From an optimization exercise on the open Yosys and OpenROAD flow, aimed at small area, a short achievable clock period and few clock cycles per item; shortcuts taken in it are not production practice.
Only simulation tests tie the RTL to the original design; equivalence was not proved.
Power figures rest on the tool's default switching activity, not on a simulated workload.

===== run.sh =====
#!/bin/bash
# synth_recipe.tcl (not shown) runs the flow's synth.tcl, then flattens the netlist and writes it again
# the make line also repeats each setting of config.mk as NAME=value (left out here)
make -C /OpenROAD-flow-scripts/flow DESIGN_CONFIG=/design/flow/config.mk WORK_HOME=/design/flow/orfs CLKGATE_MAP_FILE= SYNTH_SCRIPT=/design/flow/synth_recipe.tcl finish

===== constraint.sdc =====
create_clock -name core_clock -period 12.5 [get_ports {clk}]
set_input_delay 2.5000 -clock core_clock [delete_from_list [all_inputs] [get_ports {clk}]]
set_output_delay 2.5000 -clock core_clock [all_outputs]
set_load 0.01 [all_outputs]

===== config.mk =====
export PLATFORM = sky130hd
export DESIGN_NAME = payload_parser
export DESIGN_NICKNAME = payload_parser
export VERILOG_FILES = /design/flow/design.v
export SDC_FILE = /design/flow/constraint.sdc
export NUM_CORES = 4
export LEC_CHECK = 0
export CAP_MARGIN = 20
export CORE_MARGIN = 2
export CORE_UTILIZATION = 40
export SLEW_MARGIN = 20
export SYNTH_MEMORY_MAX_BITS = 8192

===== design.v =====
module pp_div (
    input  wire        clk,
    input  wire        load,       
    input  wire        run,        
    input  wire [15:0] praw,
    input  wire        en,         
    output reg  [27:0] q
);
    reg  [4:0] rem;
    wire [5:0] r1  = {rem, q[27]};
    wire       f1  = r1 >= 6'd25;
    wire [4:0] m1  = f1 ? r1 - 6'd25 : r1[4:0];
    wire [5:0] r2  = {m1, q[26]};
    wire       f2  = r2 >= 6'd25;
    wire [4:0] m2  = f2 ? r2 - 6'd25 : r2[4:0];
    always @(posedge clk) begin
        if (load) begin
            rem <= en ? {1'b0, praw[15:12]} : 5'd0;
            q   <= en ? {praw[11:0], 16'h000C} : 28'd0;
        end else if (run) begin
            rem <= m2;
            q   <= {q[25:0], f1, f2};
        end
    end
endmodule
module pp_lnlut (
    input  wire [7:0]         h,
    output reg  signed [27:0] lnlut
);
    always @(*) begin
        case ({1'b0, h})
      9'd0: lnlut = -28'sd77261935;
      9'd1: lnlut = -28'sd77261935;
      9'd2: lnlut = -28'sd77261935;
      9'd3: lnlut = -28'sd74600984;
      9'd4: lnlut = -28'sd69774480;
      9'd5: lnlut = -28'sd66030752;
      9'd6: lnlut = -28'sd62971904;
      9'd7: lnlut = -28'sd60385685;
      9'd8: lnlut = -28'sd58145400;
      9'd9: lnlut = -28'sd56169328;
      9'd10: lnlut = -28'sd54401672;
      9'd11: lnlut = -28'sd52802633;
      9'd12: lnlut = -28'sd51342824;
      9'd13: lnlut = -28'sd49999930;
      9'd14: lnlut = -28'sd48756605;
      9'd15: lnlut = -28'sd47599097;
      9'd16: lnlut = -28'sd46516320;
      9'd17: lnlut = -28'sd45499207;
      9'd18: lnlut = -28'sd44540248;
      9'd19: lnlut = -28'sd43633151;
      9'd20: lnlut = -28'sd42772592;
      9'd21: lnlut = -28'sd41954029;
      9'd22: lnlut = -28'sd41173553;
      9'd23: lnlut = -28'sd40427776;
      9'd24: lnlut = -28'sd39713744;
      9'd25: lnlut = -28'sd39028865;
      9'd26: lnlut = -28'sd38370850;
      9'd27: lnlut = -28'sd37737673;
      9'd28: lnlut = -28'sd37127525;
      9'd29: lnlut = -28'sd36538790;
      9'd30: lnlut = -28'sd35970017;
      9'd31: lnlut = -28'sd35419895;
      9'd32: lnlut = -28'sd34887240;
      9'd33: lnlut = -28'sd34370977;
      9'd34: lnlut = -28'sd33870128;
      9'd35: lnlut = -28'sd33383797;
      9'd36: lnlut = -28'sd32911168;
      9'd37: lnlut = -28'sd32451490;
      9'd38: lnlut = -28'sd32004071;
      9'd39: lnlut = -28'sd31568275;
      9'd40: lnlut = -28'sd31143512;
      9'd41: lnlut = -28'sd30729239;
      9'd42: lnlut = -28'sd30324949;
      9'd43: lnlut = -28'sd29930173;
      9'd44: lnlut = -28'sd29544473;
      9'd45: lnlut = -28'sd29167441;
      9'd46: lnlut = -28'sd28798696;
      9'd47: lnlut = -28'sd28437882;
      9'd48: lnlut = -28'sd28084664;
      9'd49: lnlut = -28'sd27738730;
      9'd50: lnlut = -28'sd27399785;
      9'd51: lnlut = -28'sd27067552;
      9'd52: lnlut = -28'sd26741770;
      9'd53: lnlut = -28'sd26422195;
      9'd54: lnlut = -28'sd26108593;
      9'd55: lnlut = -28'sd25800745;
      9'd56: lnlut = -28'sd25498445;
      9'd57: lnlut = -28'sd25201495;
      9'd58: lnlut = -28'sd24909710;
      9'd59: lnlut = -28'sd24622913;
      9'd60: lnlut = -28'sd24340937;
      9'd61: lnlut = -28'sd24063621;
      9'd62: lnlut = -28'sd23790815;
      9'd63: lnlut = -28'sd23522374;
      9'd64: lnlut = -28'sd23258160;
      9'd65: lnlut = -28'sd22998043;
      9'd66: lnlut = -28'sd22741897;
      9'd67: lnlut = -28'sd22489603;
      9'd68: lnlut = -28'sd22241048;
      9'd69: lnlut = -28'sd21996120;
      9'd70: lnlut = -28'sd21754717;
      9'd71: lnlut = -28'sd21516739;
      9'd72: lnlut = -28'sd21282089;
      9'd73: lnlut = -28'sd21050675;
      9'd74: lnlut = -28'sd20822410;
      9'd75: lnlut = -28'sd20597209;
      9'd76: lnlut = -28'sd20374991;
      9'd77: lnlut = -28'sd20155678;
      9'd78: lnlut = -28'sd19939195;
      9'd79: lnlut = -28'sd19725469;
      9'd80: lnlut = -28'sd19514432;
      9'd81: lnlut = -28'sd19306017;
      9'd82: lnlut = -28'sd19100159;
      9'd83: lnlut = -28'sd18896796;
      9'd84: lnlut = -28'sd18695869;
      9'd85: lnlut = -28'sd18497320;
      9'd86: lnlut = -28'sd18301093;
      9'd87: lnlut = -28'sd18107135;
      9'd88: lnlut = -28'sd17915393;
      9'd89: lnlut = -28'sd17725818;
      9'd90: lnlut = -28'sd17538361;
      9'd91: lnlut = -28'sd17352975;
      9'd92: lnlut = -28'sd17169616;
      9'd93: lnlut = -28'sd16988239;
      9'd94: lnlut = -28'sd16808802;
      9'd95: lnlut = -28'sd16631263;
      9'd96: lnlut = -28'sd16455584;
      9'd97: lnlut = -28'sd16281726;
      9'd98: lnlut = -28'sd16109650;
      9'd99: lnlut = -28'sd15939321;
      9'd100: lnlut = -28'sd15770705;
      9'd101: lnlut = -28'sd15603766;
      9'd102: lnlut = -28'sd15438472;
      9'd103: lnlut = -28'sd15274790;
      9'd104: lnlut = -28'sd15112690;
      9'd105: lnlut = -28'sd14952142;
      9'd106: lnlut = -28'sd14793115;
      9'd107: lnlut = -28'sd14635581;
      9'd108: lnlut = -28'sd14479513;
      9'd109: lnlut = -28'sd14324883;
      9'd110: lnlut = -28'sd14171665;
      9'd111: lnlut = -28'sd14019834;
      9'd112: lnlut = -28'sd13869365;
      9'd113: lnlut = -28'sd13720233;
      9'd114: lnlut = -28'sd13572415;
      9'd115: lnlut = -28'sd13425889;
      9'd116: lnlut = -28'sd13280630;
      9'd117: lnlut = -28'sd13136619;
      9'd118: lnlut = -28'sd12993833;
      9'd119: lnlut = -28'sd12852253;
      9'd120: lnlut = -28'sd12711857;
      9'd121: lnlut = -28'sd12572626;
      9'd122: lnlut = -28'sd12434541;
      9'd123: lnlut = -28'sd12297583;
      9'd124: lnlut = -28'sd12161735;
      9'd125: lnlut = -28'sd12026977;
      9'd126: lnlut = -28'sd11893294;
      9'd127: lnlut = -28'sd11760667;
      9'd128: lnlut = -28'sd11629080;
      9'd129: lnlut = -28'sd11498517;
      9'd130: lnlut = -28'sd11368963;
      9'd131: lnlut = -28'sd11240401;
      9'd132: lnlut = -28'sd11112817;
      9'd133: lnlut = -28'sd10986196;
      9'd134: lnlut = -28'sd10860523;
      9'd135: lnlut = -28'sd10735785;
      9'd136: lnlut = -28'sd10611968;
      9'd137: lnlut = -28'sd10489057;
      9'd138: lnlut = -28'sd10367040;
      9'd139: lnlut = -28'sd10245905;
      9'd140: lnlut = -28'sd10125637;
      9'd141: lnlut = -28'sd10006226;
      9'd142: lnlut = -28'sd9887659;
      9'd143: lnlut = -28'sd9769923;
      9'd144: lnlut = -28'sd9653009;
      9'd145: lnlut = -28'sd9536903;
      9'd146: lnlut = -28'sd9421595;
      9'd147: lnlut = -28'sd9307074;
      9'd148: lnlut = -28'sd9193330;
      9'd149: lnlut = -28'sd9080352;
      9'd150: lnlut = -28'sd8968129;
      9'd151: lnlut = -28'sd8856652;
      9'd152: lnlut = -28'sd8745911;
      9'd153: lnlut = -28'sd8635896;
      9'd154: lnlut = -28'sd8526598;
      9'd155: lnlut = -28'sd8418007;
      9'd156: lnlut = -28'sd8310115;
      9'd157: lnlut = -28'sd8202912;
      9'd158: lnlut = -28'sd8096389;
      9'd159: lnlut = -28'sd7990539;
      9'd160: lnlut = -28'sd7885352;
      9'd161: lnlut = -28'sd7780821;
      9'd162: lnlut = -28'sd7676937;
      9'd163: lnlut = -28'sd7573692;
      9'd164: lnlut = -28'sd7471079;
      9'd165: lnlut = -28'sd7369090;
      9'd166: lnlut = -28'sd7267716;
      9'd167: lnlut = -28'sd7166952;
      9'd168: lnlut = -28'sd7066789;
      9'd169: lnlut = -28'sd6967221;
      9'd170: lnlut = -28'sd6868240;
      9'd171: lnlut = -28'sd6769840;
      9'd172: lnlut = -28'sd6672013;
      9'd173: lnlut = -28'sd6574754;
      9'd174: lnlut = -28'sd6478055;
      9'd175: lnlut = -28'sd6381910;
      9'd176: lnlut = -28'sd6286313;
      9'd177: lnlut = -28'sd6191258;
      9'd178: lnlut = -28'sd6096738;
      9'd179: lnlut = -28'sd6002748;
      9'd180: lnlut = -28'sd5909281;
      9'd181: lnlut = -28'sd5816332;
      9'd182: lnlut = -28'sd5723895;
      9'd183: lnlut = -28'sd5631965;
      9'd184: lnlut = -28'sd5540536;
      9'd185: lnlut = -28'sd5449602;
      9'd186: lnlut = -28'sd5359159;
      9'd187: lnlut = -28'sd5269201;
      9'd188: lnlut = -28'sd5179722;
      9'd189: lnlut = -28'sd5090718;
      9'd190: lnlut = -28'sd5002184;
      9'd191: lnlut = -28'sd4914114;
      9'd192: lnlut = -28'sd4826504;
      9'd193: lnlut = -28'sd4739350;
      9'd194: lnlut = -28'sd4652646;
      9'd195: lnlut = -28'sd4566387;
      9'd196: lnlut = -28'sd4480570;
      9'd197: lnlut = -28'sd4395190;
      9'd198: lnlut = -28'sd4310242;
      9'd199: lnlut = -28'sd4225721;
      9'd200: lnlut = -28'sd4141625;
      9'd201: lnlut = -28'sd4057948;
      9'd202: lnlut = -28'sd3974686;
      9'd203: lnlut = -28'sd3891835;
      9'd204: lnlut = -28'sd3809392;
      9'd205: lnlut = -28'sd3727352;
      9'd206: lnlut = -28'sd3645710;
      9'd207: lnlut = -28'sd3564465;
      9'd208: lnlut = -28'sd3483610;
      9'd209: lnlut = -28'sd3403144;
      9'd210: lnlut = -28'sd3323062;
      9'd211: lnlut = -28'sd3243360;
      9'd212: lnlut = -28'sd3164035;
      9'd213: lnlut = -28'sd3085083;
      9'd214: lnlut = -28'sd3006501;
      9'd215: lnlut = -28'sd2928285;
      9'd216: lnlut = -28'sd2850433;
      9'd217: lnlut = -28'sd2772940;
      9'd218: lnlut = -28'sd2695803;
      9'd219: lnlut = -28'sd2619019;
      9'd220: lnlut = -28'sd2542585;
      9'd221: lnlut = -28'sd2466498;
      9'd222: lnlut = -28'sd2390754;
      9'd223: lnlut = -28'sd2315351;
      9'd224: lnlut = -28'sd2240285;
      9'd225: lnlut = -28'sd2165553;
      9'd226: lnlut = -28'sd2091153;
      9'd227: lnlut = -28'sd2017082;
      9'd228: lnlut = -28'sd1943335;
      9'd229: lnlut = -28'sd1869912;
      9'd230: lnlut = -28'sd1796809;
      9'd231: lnlut = -28'sd1724022;
      9'd232: lnlut = -28'sd1651550;
      9'd233: lnlut = -28'sd1579390;
      9'd234: lnlut = -28'sd1507539;
      9'd235: lnlut = -28'sd1435994;
      9'd236: lnlut = -28'sd1364753;
      9'd237: lnlut = -28'sd1293814;
      9'd238: lnlut = -28'sd1223173;
      9'd239: lnlut = -28'sd1152828;
      9'd240: lnlut = -28'sd1082777;
      9'd241: lnlut = -28'sd1013017;
      9'd242: lnlut = -28'sd943546;
      9'd243: lnlut = -28'sd874361;
      9'd244: lnlut = -28'sd805461;
      9'd245: lnlut = -28'sd736842;
      9'd246: lnlut = -28'sd668503;
      9'd247: lnlut = -28'sd600442;
      9'd248: lnlut = -28'sd532655;
      9'd249: lnlut = -28'sd465141;
      9'd250: lnlut = -28'sd397897;
      9'd251: lnlut = -28'sd330922;
      9'd252: lnlut = -28'sd264214;
      9'd253: lnlut = -28'sd197769;
      9'd254: lnlut = -28'sd131587;
      9'd255: lnlut = -28'sd65664;
      9'd256: lnlut = 28'sd0;
      default: lnlut = 28'sd0;
        endcase
    end
endmodule
module pp_dewpoint (
    input  wire               clk,
    input  wire               rst,
    input  wire               start,      
    input  wire signed [15:0] t_in,
    input  wire [7:0]         h_in,
    output wire               fin,        
    output wire               pstep,      
    output wire [24:0]        dew
);
    localparam R   = 5;                           
    localparam KA  = (22 + R - 1) / R;            
    localparam KD  = (11 + R - 1) / R;            
    localparam KQ  = (25 + R - 1) / R;            
    localparam SA  = KA * R;                      
    localparam SD  = KD * R;
    localparam NQ  = KQ * R;                      
    localparam E   = NQ - 25;
    localparam B   = 6 + E;                       
    localparam F   = 60 + E;                      
    localparam W   = F + 3;                       
    localparam K_N   = KA + 1;                    
    localparam K_D0  = KA + 2;                    
    localparam K_Q0  = K_D0 + KD;                 
    localparam K_FIN = K_Q0 + KQ;                 
    localparam [63:0] C0A = 64'd459945900244992 >> SA;    
    reg  [4:0]  k;
    reg         run;
    reg  [21:0] dreg;
    reg  [W-1:0] y;
    reg  [W-1:0] s, c;
    reg  [W-1:0] r;
    reg         sn;
    reg  [NQ-1:0] qp, qm;
    wire signed [27:0] lut;
    pp_lnlut u_lut (.h(h_in), .lnlut(lut));
    wire [7:0]  v_hi = {lut[27], lut[27:21]} + 8'd141;
    wire [28:0] v_in = {v_hi, lut[20:0]};
    wire [21:0] d_in = $signed({{6{t_in[15]}}, t_in}) * 22'sd25 + 22'sd1555456;
    wire pass_a = run && (k <= KA);
    wire pass_d = run && (k >= K_D0) && (k < K_Q0);
    wire pass_q = run && (k >= K_Q0) && (k < K_FIN);
    localparam [SD-1:0] C1519 = 1519;
    wire [SA-1:0] dpad = {{(SA-22){1'b0}}, dreg};
    reg  [W-1:0] rs [0:R];
    reg  [W-1:0] rc [0:R];
    reg  [R-1:0] qd_p, qd_n;       
    integer j;
    reg  [W-1:0] s2, c2, a;
    reg  [3:0]   est;
    reg          pos, neg;
    always @(*) begin
        rs[0] = s;
        rc[0] = c;
        qd_p = {R{1'b0}};
        qd_n = {R{1'b0}};
        for (j = 0; j < R; j = j + 1) begin
            s2  = {rs[j][W-2:0], 1'b0};
            c2  = {rc[j][W-2:0], 1'b0};
            est = s2[W-1:W-4] + c2[W-1:W-4];
            pos = 1'b0;
            neg = 1'b0;
            if (pass_a) begin
                pos = dpad[SA - 1 - ((k - 1) * R + j)];
            end else if (pass_d) begin
                pos = C1519[SD - 1 - ((k - K_D0) * R + j)] & ~sn;
                neg = C1519[SD - 1 - ((k - K_D0) * R + j)] &  sn;
            end else if (pass_q) begin
                neg = ~est[3];
                pos = est[3] & ~(&est);
                qd_p[R-1-j] = ~est[3];
                qd_n[R-1-j] = est[3] & ~(&est);
            end
            a = pos ? y : (neg ? ~y : {W{1'b0}});
            rs[j+1] = s2 ^ c2 ^ a;
            rc[j+1] = {((s2 & c2) | (s2 & a) | (c2 & a)), 1'b0} | {{(W-1){1'b0}}, neg};
        end
    end
    wire signed [R+1:0] dv = $signed({2'b00, qd_p}) - $signed({2'b00, qd_n});
    wire signed [R+1:0] dv1 = dv - 1;
    wire [NQ-1:0] qp_n = {(dv[R+1] ? qm : qp), dv[R-1:0]};
    wire [NQ-1:0] qm_n = {(dv1[R+1] ? qm : qp), dv1[R-1:0]};
    reg  [W-1:0] xa, xb;
    reg          cin;
    always @(*) begin
        xa = s;  xb = c;  cin = 1'b0;
        case (k)
            5'd1: begin xa = {dreg, 4'd0};  xb = dreg; end                
            5'd2: begin xa = {r[W-2:0], 1'b0}; xb = dreg; end             
            5'd3: begin xa = {r[W-3:0], 2'b00}; xb = dreg; end            
            K_D0: begin xa = {r[W-22:0], 21'd0}; xb = ~y; cin = 1'b1; end  
            K_D0 + 1,
            K_D0 + 2: begin xa = {r[W-3:0], 2'b00}; xb = r; end           
            default: ;
        endcase
    end
    wire [W-1:0] sum = xa + xb + {{(W-1){1'b0}}, cin};
    wire [NQ-1:0] q2 = sum[W-1] ? qm : qp;
    wire [24:0]   qh = {1'b0, q2[24:1]} ^ {25{sn}};
    assign dew = qh + {24'd0, q2[0] ^ sn};
    assign fin = run && (k == K_FIN);
    assign pstep = run && (k <= 5'd14);
    always @(posedge clk) begin
        if (rst) begin
            run <= 1'b0;
            k   <= 5'd0;
        end else if (start) begin
            run <= 1'b1;
            k   <= 5'd1;
        end else if (run) begin
            k <= k + 5'd1;
            if (k == K_FIN) run <= 1'b0;
        end
        if (start) begin
            dreg <= d_in;
            y    <= {{(W-29){1'b0}}, v_in};
            s    <= -C0A[W-1:0];
            c    <= {W{1'b0}};
        end else begin
            if (k == K_N) begin
                s <= {W{1'b0}};
                c <= {W{1'b0}};
            end else begin
                s <= rs[R];
                c <= rc[R];
            end
            if (k == 5'd1 || k == 5'd2 || k == 5'd3 || k == K_D0 || k == K_D0 + 1)
                r <= sum;
            if (k == K_N) begin
                y  <= sum;
                sn <= sum[W-1];
            end
            if (k == K_D0 + 2)
                y <= {sum[W-1-B:0], {B{1'b0}}};
            if (pass_q) begin
                qp <= qp_n;
                qm <= qm_n;
            end else if (k == K_D0 + 2) begin
                qp <= {NQ{1'b0}};
                qm <= {NQ{1'b1}};
            end
        end
    end
endmodule
module payload_parser (
    input  wire        clk,
    input  wire        rst,        
    input  wire        we,
    input  wire [6:0]  addr,
    input  wire [31:0] wdata,
    output reg  [31:0] rdata,
    output wire        irq
);
    localparam P_IDLE = 2'd0, P_WALK = 2'd2, P_DONE = 2'd3;
    localparam E_NONE = 2'd0, E_PORT = 2'd1, E_FORMAT = 2'd2, E_TRUNC = 2'd3;
    reg [31:0] port_r;
    reg [7:0]  plen;
    reg [7:0]  pbuf [0:15];
    reg        ie;
    reg [1:0]  phase;
    reg [3:0]  widx;
    reg [3:0]  cur;
    reg [7:0]  flags;
    reg [1:0]  err;
    reg        val0, val1, valenv;
    reg [15:0] r_vbat;
    reg [7:0]  r_boot;
    reg [15:0] r_temp;
    reg [7:0]  r_hum;
    reg [24:0] r_dew;
    wire [27:0] r_p;
    wire busy = (phase == P_WALK);
    assign irq = (phase == P_DONE) && ie;
    wire        is_pbuf  = (addr[6:4] == 3'b100);
    wire        is_word  = ~addr[6];
    wire [3:0]  word     = addr[5:2];
    wire wr_ctrl = we && is_word && (word == 4'h0);
    wire wr_port = we && is_word && (word == 4'h2);
    wire wr_plen = we && is_word && (word == 4'h3);
    wire wr_pbuf = we && is_pbuf;
    wire cmd_clear = wr_ctrl && wdata[1] && !busy;
    wire cmd_start = wr_ctrl && !wdata[1] && wdata[0] && !busy;
    wire [31:0] status = {22'd0, phase, 2'd0, err, 1'b0,
                          (phase == P_DONE) && (err == E_NONE),
                          (phase == P_DONE), busy};
    wire [14:0] hum100 = {r_hum, 6'd0} + {1'b0, r_hum, 5'd0} + {5'd0, r_hum, 2'd0};
    always @(*) begin
        rdata = 32'd0;
        if (is_pbuf) begin
            rdata = {24'd0, pbuf[addr[3:0]]};
        end else if (is_word) begin
            case (word)
                4'h0: rdata = {29'd0, ie, 2'b00};
                4'h1: rdata = status;
                4'h2: rdata = port_r;
                4'h3: rdata = {24'd0, plen};
                4'h4: rdata = {24'd0, flags};
                4'h5: rdata = {28'd0, cur};
                4'h6: rdata = {28'd0, widx};
                4'h7: rdata = {25'd0, {5{valenv}}, val1, val0};
                4'h8: rdata = {{12{r_vbat[15]}}, r_vbat, 4'd0};
                4'h9: rdata = {24'd0, r_boot};
                4'hA: rdata = {{8{r_temp[15]}}, r_temp, 8'd0};
                4'hB: rdata = {4'd0, r_p};
                4'hC: rdata = {9'd0, hum100, 8'd0};
                4'hD: rdata = {{7{r_dew[24]}}, r_dew};
                4'hE: rdata = valenv ? 32'h6E6F6E65 : 32'd0;
                default: rdata = 32'd0;
            endcase
        end
    end
    wire [7:0] f      = pbuf[1];
    wire hdr_port_bad = (port_r != 32'd1);
    wire hdr_len0     = (plen == 8'd0);
    wire hdr_tag_bad  = (pbuf[0] != 8'h27);
    wire hdr_len1     = (plen < 8'd2);
    wire hdr_bad      = hdr_port_bad | hdr_len0 | hdr_tag_bad | hdr_len1;
    wire [3:0] c1 = f[0] ? 4'd4 : 4'd2;            
    wire [3:0] c2 = c1 + {3'd0, f[1]};             
    wire [3:0] c3 = c2 + (f[3] ? 4'd5 : 4'd0);     
    wire fail0 = f[0] && (plen < 8'd4);
    wire fail1 = !fail0 && f[1] && (plen < {4'd0, c1} + 8'd1);
    wire fail3 = !fail0 && !fail1 && f[3] && (plen < {4'd0, c2} + 8'd5);
    wire walk_ok = !fail0 && !fail1 && !fail3;
    wire ok = !hdr_bad && walk_ok;
    reg [1:0] n_err;
    reg [3:0] n_cur, n_widx;
    always @(*) begin
        if (hdr_port_bad)     begin n_err = E_PORT;   n_cur = 4'd0; n_widx = 4'd0; end
        else if (hdr_len0)    begin n_err = E_TRUNC;  n_cur = 4'd0; n_widx = 4'd0; end
        else if (hdr_tag_bad) begin n_err = E_FORMAT; n_cur = 4'd0; n_widx = 4'd0; end
        else if (hdr_len1)    begin n_err = E_TRUNC;  n_cur = 4'd0; n_widx = 4'd0; end
        else if (fail0)       begin n_err = E_TRUNC;  n_cur = 4'd2; n_widx = 4'd0; end
        else if (fail1)       begin n_err = E_TRUNC;  n_cur = c1;   n_widx = 4'd1; end
        else if (fail3)       begin n_err = E_TRUNC;  n_cur = c2;   n_widx = 4'd3; end
        else                  begin n_err = E_NONE;   n_cur = c3;   n_widx = 4'd8; end
    end
    wire [7:0] boot_b = f[0] ? pbuf[4] : pbuf[2];
    reg  [7:0] e0, e1, e2, e3, e4;
    always @(*) begin
        case (c2[1:0])
            2'd2:    begin e0 = pbuf[2]; e1 = pbuf[3]; e2 = pbuf[4]; e3 = pbuf[5]; e4 = pbuf[6]; end
            2'd3:    begin e0 = pbuf[3]; e1 = pbuf[4]; e2 = pbuf[5]; e3 = pbuf[6]; e4 = pbuf[7]; end
            2'd0:    begin e0 = pbuf[4]; e1 = pbuf[5]; e2 = pbuf[6]; e3 = pbuf[7]; e4 = pbuf[8]; end
            default: begin e0 = pbuf[5]; e1 = pbuf[6]; e2 = pbuf[7]; e3 = pbuf[8]; e4 = pbuf[9]; end
        endcase
    end
    wire v0 = ok && f[0];
    wire v1 = ok && f[1];
    wire ve = ok && f[3];
    wire dew_start = cmd_start && ve;
    wire dew_fin;
    wire dew_pstep;
    wire [24:0] dew_q;
    pp_dewpoint u_dew (
        .clk(clk), .rst(rst), .start(dew_start),
        .t_in({e0, e1}), .h_in(e4), .fin(dew_fin), .pstep(dew_pstep), .dew(dew_q)
    );
    pp_div u_pdiv (
        .clk(clk), .load(rst || cmd_start || cmd_clear), .run(dew_pstep),
        .praw({e2, e3}), .en(!rst && cmd_start && ve), .q(r_p)
    );
    integer i;
    always @(posedge clk) begin
        if (rst) begin
            port_r <= 32'd0;
            plen   <= 8'd0;
            for (i = 0; i < 16; i = i + 1)
                pbuf[i] <= 8'd0;
            ie     <= 1'b0;
            phase  <= P_IDLE;
            widx   <= 4'd0;
            cur    <= 4'd0;
            flags  <= 8'd0;
            err    <= E_NONE;
            val0   <= 1'b0;
            val1   <= 1'b0;
            valenv <= 1'b0;
            r_vbat <= 16'd0;
            r_boot <= 8'd0;
            r_temp <= 16'd0;
            r_hum  <= 8'd0;
            r_dew  <= 25'd0;
        end else begin
            if (wr_ctrl)
                ie <= wdata[2];
            if (!busy) begin
                if (wr_port) port_r <= wdata;
                if (wr_plen) plen <= wdata[7:0];
                if (wr_pbuf) pbuf[addr[3:0]] <= wdata[7:0];
            end
            if (cmd_clear) begin
                phase  <= P_IDLE;
                widx   <= 4'd0;
                cur    <= 4'd0;
                flags  <= 8'd0;
                err    <= E_NONE;
                val0   <= 1'b0;
                val1   <= 1'b0;
                valenv <= 1'b0;
                r_vbat <= 16'd0;
                r_boot <= 8'd0;
                r_temp <= 16'd0;
                r_hum  <= 8'd0;
                r_dew  <= 25'd0;
            end else if (cmd_start) begin
                phase  <= ve ? P_WALK : P_DONE;
                widx   <= n_widx;
                cur    <= n_cur;
                flags  <= hdr_bad ? 8'd0 : f;
                err    <= n_err;
                val0   <= v0;
                val1   <= v1;
                valenv <= ve;
                r_vbat <= v0 ? {pbuf[2], pbuf[3]} : 16'd0;
                r_boot <= v1 ? boot_b : 8'd0;
                r_temp <= ve ? {e0, e1} : 16'd0;
                r_hum  <= ve ? e4 : 8'd0;
                r_dew  <= 25'd0;
            end else if (dew_fin) begin
                r_dew  <= dew_q;
                phase  <= P_DONE;
            end
        end
    end
endmodule

==> metrics.cfg <==
[finish]
layoutNonFillerInstCount=8531
finalInstanceArea_um2=64600
drive_gt1_share_pct=14.6
finalCoreUtilization_pct=46.4
area_delta_synth_final_pct=15.4
finalNetCount=7191

[status]
status=complete, but fails checks
violations=setup timing

[critical_path]
crit_fanout=6
crit_slowest_cell=fa_1
rr_worst_depth=69
crit_path_frequent_cell=ha_4
end_kind=register
reg2reg_slack_ns=-0.78
startpoint_type=register
slowest_delay_ns=0.61
timing.rr.start=u_dew.k[0]
r2r-end=u_dew.qm[13]
worstSetupPathType=reg2reg
worstPathArrival_ns=13.70
worstPathRequired_ns=12.92

[synth]
synth_area_per_cell_um2=8.50
synthesis.area_um2=56000
ys_seq_area_share_pct=28.3
ys_ff_latch=627
synth_most_common_cell=nand2_1
syn-num-nets=7189
yosys_warnings=6
synth_edf_count=326
synthArstFlopShare_pct=0
synth_cells=6586
yosysUniqueCellTypes=102
ys_top_cells_by_area=edfxtp_1 17%, fa_1 12%, dfxtp_1 11%
netlist.area_leader.share_pct=17.5
synth_top_area_cell=edfxtp_1
ys_top_cells_by_count=729 x nand2_1, 605 x nor2_1, 577 x a21oi_1
ys.flop_type=edfxtp_1

[placed_design]
dp_hpwl_um=160000
place_inst=8251
place_congestion=1.03
place_ws_ns=-1.10
io_buffer_count=74
place_area_um2=59600

[floorplanning]
dieArea_um2=143000
num_io_pins=75
fp-row-count=137
start_util_pct=40.2
die_h_um=378
core_area_um2=139000
fp.dieW_um=378

[timing]
period_share_pct=106
worst_slew_pin_slew_ns=1.18
finalHoldViolations=0
fmax_ghz=0.0753
drv_slew=0
rsz0062_at_grt=yes
fin_ws_ns=-0.783
setup_viol=172
period_minus_slack_ns=13.28
max_slew_margin_pct=21.0
skew_ns=0.0459

[grt]
antenna_found_initial=5
grt_pass1_vias=52300
overflow=0
grt_pass1_wl_um=341000
grt_max_degree=131
grt_use_total_pct=31.4

[power_and_ir_drop]
ir_drop_mv=0.140
p_per_area_nw_per_um2=142
p_leak_uw=0.0264

[clock_tree]
postCtsHoldBufs=0
clk_pin_slew_worst_paths_ns=0.06
clock_latency_ns=0.71
cts_sinks=627
numCtsBuffers=75
cts_tree=built
clock-root-buffer=clkbuf_16
cts_max_level=3
cts.path.max_buffers=3

[detailed_routing]
postRouteAntennaNets=0
vias=54400
dr.pass1.iters=11
routed_wl_um=233000
wire_per_inst_um=27.3
drtIter0Drc=7861
viasPerCell=6.38
drc=0

[min_path]
hp-class=reg2reg
worstHoldEndpoint=val1
hold_path_startpoint=val1
min_path_cells=2

[job]
drv_cap=0

-- worst max-delay path, delay by kind of cell, from the launching register on --
kind | cells | cell delay [ns]
compound gates | 15 | 2.14
xor+xnor | 5 | 1.04
fa+ha+maj | 15 | 5.20
buf+inv | 10 | 0.98
flops | 1 | 0.39
mux | 1 | 0.35
simple gates | 23 | 2.86
-- power breakdown --
part / total [uW] / switching [uW] / internal, uW
clock: 2310 / 995 / 1310
combinational: 4340 / 2510 / 1830
sequential: 2530 / 178 / 2350
total: 9180 / 3680 / 5500
-- how the worst max path moves through the flow --
stage	to	slack, ns	from	cells past startpoint
4_1_cts	u_dew.qm[23]	-0.32	u_dew.k[0]	64
5_1_grt	u_dew.qm[14]	-1.34	u_dew.k[0]	70
2_1_floorplan	u_dew.qm[16]	-1.24	u_dew.k[0]	73
3_3_place_gp	u_dew.qm[8]	-0.87	u_dew.k[0]	66
6_report	u_dew.qm[13]	-0.78	u_dew.k[0]	69
3_5_place_dp	u_dew.qm[20]	-1.10	u_dew.k[0]	63
-- timing repair --
item,CTS,global route
setup endpoints to repair,175,175
pin swaps,26,58
gates resized for setup,84,200
buffers inserted,104,25
cloned,3,12
-- cells in the final DEF (no fill, tap or decap), drive strengths merged, types with 114 or more instances in the layout --
master and n:
nand2 729, fa 332, dfxtp 301, ha 229
buf 410, xnor2 136, o21ai 423, edfxtp 326
nand3 136, nor2 607, a21oi 581, inv 434
mux2i 140, and2 164, and3 114
-- state kept, by name (all words and copies together), names as in the netlist, 3 cells and up --
name and count:
pbuf 128, u_dew.r 63, u_dew.s 63, u_dew.y 63, u_dew.c 62, port_r 32
u_pdiv.q 28, r_dew 25, u_dew.qm 25, u_dew.qp 25, u_dew.dreg 22, r_temp 16
r_vbat 16, flags 8, plen 8, r_boot 8, r_hum 8, u_dew.k 5
u_pdiv.rem 5, cur 4, widx 3
-- metal layers --
metal | GRT usage (%) | vias to the layer above | share of wire [%]
li1 | - | 23600 | -
met1 | 42.3 | 26700 | 40
met2 | 47.7 | 3348 | 44
met3 | 6.54 | 786 | 10
met4 | 15.6 | 2 | 5.8
met5 | 0 | - | 0.0047
-- area by class of cell --
type | count | area [um2]
flip-flops and latches | 627 | 15800
multi-input cells | 4961 | 37800
well taps | 1876 | 2350
clock buffers | 103 | 2080
inverters | 432 | 1660
repair buffers | 491 | 4380
diodes | 4 | 10.0
clock inverters | 37 | 465
fillers | 13500 | 74600
-- kinds of logic (layout without fill, tap and decap cells) --
kind of cell | Yosys count | after routing | share of synthesized area [%]
AO/OA/AOI/OAI | 1908 | 1908 | 22.4
adder cells (fa/ha/maj) | 561 | 561 | 17.0
multiplexers | 219 | 219 | 5.49
XOR/XNOR | 189 | 189 | 3.07
buffers and inverters | 998 | 1063 | 6.79
other | 0 | 4 | 0
flip-flops | 627 | 627 | 28.3
AND/OR/NAND/NOR | 2084 | 2084 | 17.0
-- stage by stage --
step           TNS (ns)  hold WS, ns  total power (uW)
2_1_floorplan    -99.31        0.416              5200
3_3_place_gp     -75.31        0.430              6330
3_5_place_dp    -110.06        0.435              6390
4_1_cts          -11.64        0.443              8940
5_1_grt         -185.40        0.473              9740
6_report        -100.22        0.446              9180
Testbench counts, summed over its fixed seeds: cycles 17,212, items 480.

## what the ideal ports hide
The flow's constraints put no driver on any port. The routed layout listed below was extracted and timed again, unchanged, in two steps. Step 1, drivers: a clkbuf_16 drives clk and a buf_2 each remaining input, both assumed. Step 2 moves the port delays by t, midway between the first and last clock arrival at a register: inputs arrive t later, outputs are due t later. That takes back most of the time a late clock gives input paths. a / b / c = ideal / step 1 / step 2; a / b = the first two.
t, ns: 0.765
setup slack, ns: -0.783 / -0.783 / -0.783
clock arrival spread, ns: 0.046 / 0.046
For this run, drivers alone change the setup slack by 0.000 ns; drivers and shift together by 0.000 ns.
